From an optimization exercise on the open Yosys and OpenROAD flow, aimed at small area; shortcuts taken in it are not production practice.
The RTL was checked by simulation tests, not by an equivalence proof against the original design.
Power figures rest on the tool's default switching activity, not on a simulated workload.

Design scs_core, start of the top module:
module scs_core (
    input  wire        clk,
    input  wire        rst,           
    output wire [15:0] imem_addr,
    input  wire [31:0] imem_rdata,
    input  wire        plen_we,       
    input  wire [15:0] plen_wdata,
    input  wire        start,         
    input  wire        exec_valid,    
    input  wire [31:0] exec_word,
    output wire [1:0]  state,
    output wire [3:0]  cause,
    output wire        busy,
    input  wire [4:0]  dbg_sel,
    output wire [31:0] dbg_data
);
For scale: about 150 I/O pins, about 38000 um2 of cells after synthesis.
export LEC_CHECK = 0
export ABC_AREA = 1
export CAP_MARGIN = 5
export CORE_MARGIN = 2
export CORE_UTILIZATION = 65
export PLACE_DENSITY = 0.8
export SLEW_MARGIN = 5
create_clock -name core_clock -period 13.0 [get_ports {clk}]
standard.sh (not shown) runs the stock make flow with config.mk's settings and CLKGATE_MAP_FILE= SYNTH_SCRIPT=/design/flow/synth_recipe.tcl, a recipe that flattens the netlist after the stock synthesis.
==> flow/flow/run.sh <==
#!/bin/bash
# Own layout flow: the standard synthesis, then an area-oriented re-mapping
# of the combinational logic with ABC (flip-flops are left untouched: same
# instances, names and cell types), then the standard layout steps.
# Each tool's output goes to a flow_*.log file in the work folder.
set -euo pipefail
cd "$(dirname "$0")/.."
WORK=$(pwd)
FLOW_HOME=${FLOW_HOME:-/OpenROAD-flow-scripts/flow}
YOSYS=$FLOW_HOME/../tools/install/yosys/bin/yosys
[[ -x $YOSYS ]] || YOSYS=yosys
RES=$WORK/orfs/results/sky130hd/scs_core/base

# 1. standard synthesis
bash standard.sh synth > $WORK/flow_synth.log 2>&1

# 2. re-map the combinational logic
cp $RES/1_2_yosys.v $WORK/std_1_2_yosys.v
LIB=$FLOW_HOME/platforms/sky130hd/lib/sky130_fd_sc_hd__tt_025C_1v80.lib
DU=$(grep -o 'sky130_fd_sc_hd__lpflow[a-z0-9_]*\|sky130_fd_sc_hd__probe[a-z0-9_]*' $FLOW_HOME/platforms/sky130hd/config.mk | sed 's/^/-dont_use /' | tr '\n' ' ')
cat > $WORK/remap.ys <<EOS
read_liberty -ignore_miss_func $LIB
blackbox sky130_fd_sc_hd__edfxtp_1 sky130_fd_sc_hd__dfxtp_1 sky130_fd_sc_hd__dfrtp_1 sky130_fd_sc_hd__dfstp_1 sky130_fd_sc_hd__conb_1
read_verilog $WORK/std_1_2_yosys.v
hierarchy -top scs_core
flatten
opt_clean -purge
abc -liberty $LIB $DU -script "+strash;&get -n;&fraig -x;&put;scorr;dc2;dretime;strash;dc2;&get -n;&dch -f;&nf -R 2000 -a;&put"
opt_clean -purge
hilomap -singleton -hicell sky130_fd_sc_hd__conb_1 HI -locell sky130_fd_sc_hd__conb_1 LO
insbuf -buf sky130_fd_sc_hd__buf_4 A X
opt_clean -purge
tee -o $WORK/remap_check.txt check
tee -o $WORK/remap_stat.txt stat -liberty $LIB
write_verilog -noattr -nohex -nodec $WORK/remap_1_2_yosys.v
EOS
$YOSYS -s $WORK/remap.ys > $WORK/flow_remap.log 2>&1

# same flip-flop instances, by name and cell type, as the standard synthesis
ffs() { grep -oE '^\s*sky130_fd_sc_hd__(edfxtp|dfxtp|dfrtp|dfstp)_[0-9]+ \S+' "$1" | awk '{print $1, $2}' | sort; }
if ! diff <(ffs $WORK/std_1_2_yosys.v) <(ffs $WORK/remap_1_2_yosys.v) > $WORK/flow_ffdiff.log; then
  echo "flip-flops differ after re-mapping" >&2; exit 1
fi

cp $WORK/remap_1_2_yosys.v $RES/1_2_yosys.v
rm -f $RES/1_synth.odb $RES/1_synth.sdc

# 3. standard layout, with smaller port buffers and a clock tree built from
#    larger sink clusters without dummy loads
export BUFFER_PORTS_ARGS="-buffer_cell sky130_fd_sc_hd__buf_1"
export CTS_ARGS="-sink_clustering_enable -repair_clock_nets -dont_use_dummy_load -sink_clustering_size 25 -sink_clustering_max_diameter 100"
export REMOVE_ABC_BUFFERS=1
bash standard.sh finish > $WORK/flow_layout.log 2>&1
==> next run, changes <==
--- a/flow/flow/run.sh
+++ b/flow/flow/run.sh
@@ -49,5 +49,5 @@
 #    larger sink clusters without dummy loads
 export BUFFER_PORTS_ARGS="-buffer_cell sky130_fd_sc_hd__buf_1"
-export CTS_ARGS="-sink_clustering_enable -repair_clock_nets -dont_use_dummy_load -sink_clustering_size 25 -sink_clustering_max_diameter 100"
+export CTS_ARGS="-sink_clustering_enable -repair_clock_nets -dont_use_dummy_load -sink_clustering_size 30 -sink_clustering_max_diameter 100"
 export REMOVE_ABC_BUFFERS=1
 bash standard.sh finish > $WORK/flow_layout.log 2>&1
- CORE_UTILIZATION: 65 -> 55
- PLACE_DENSITY: 0.8 -> 0.7
Synthesized cell count does not change; clock-buffer cell count falls by 7; synthesized area stays the same; sequential power is about the same; sequential cell count stays the same; final area stays flat; total power drops by 2.1%; clock power is lower by about 7%.
==> next run, changes <==
--- a/flow/flow/run.sh
+++ b/flow/flow/run.sh
@@ -49,5 +49,5 @@
 #    larger sink clusters without dummy loads
 export BUFFER_PORTS_ARGS="-buffer_cell sky130_fd_sc_hd__buf_1"
-export CTS_ARGS="-sink_clustering_enable -repair_clock_nets -dont_use_dummy_load -sink_clustering_size 30 -sink_clustering_max_diameter 100"
+export CTS_ARGS="-sink_clustering_enable -repair_clock_nets -dont_use_dummy_load -buf_list sky130_fd_sc_hd__clkbuf_8 -sink_clustering_size 15 -sink_clustering_max_diameter 100"
 export REMOVE_ABC_BUFFERS=1
 bash standard.sh finish > $WORK/flow_layout.log 2>&1
Effect: Area after synthesis is unchanged. Non-clock buffer count does not change. Via count climbs by 0.70%. Flip-flop and latch count does not change. Final cell count rose by 0.91%. Setup slack improved by 0.11 ns. Core utilization stays flat.

==> port drivers added, routing unchanged <==
The results above use ideal ports. As a check the final layouts listed here were re-extracted and re-timed, cells and wires unchanged. Step 1, drivers: a clkbuf_16 drives clk and a buf_2 each remaining input, both assumed. Step 2 adds t to the input delays and takes it off the output delays; t is the mean of the earliest and latest rising clock arrival at the registers after step 1. Input paths then give back, and output paths get back, about the clock's delay inside the block. Three values: ideal, step 1, step 2; two values: the first two.
| run | t, ns | setup WS [ns] | hold slack, ns | slew at the worst register clock pin (ns) | worst data-port slew with drivers (ns) |
|---|---|---|---|---|---|
| the first run | 0.666 | 0.762 / 0.805 / 0.138 | 0.466 / 0.466 / 0.466 | 0.11 / 0.11 | 0.07 |
| the second run | 0.649 | 0.485 / 0.526 / -0.123 | 0.472 / 0.472 / 0.472 | 0.11 / 0.11 | 0.04 |
| the third run | 0.727 | 0.591 / 0.622 / -0.105 | 0.470 / 0.470 / 0.470 | 0.11 / 0.11 | 0.04 |
Met with ideal ports but missed after step 2: setup timing in the second run and the third run. The setup slack of the third run, which loses most, moves by +0.031 ns with the drivers and by -0.696 ns with both steps.
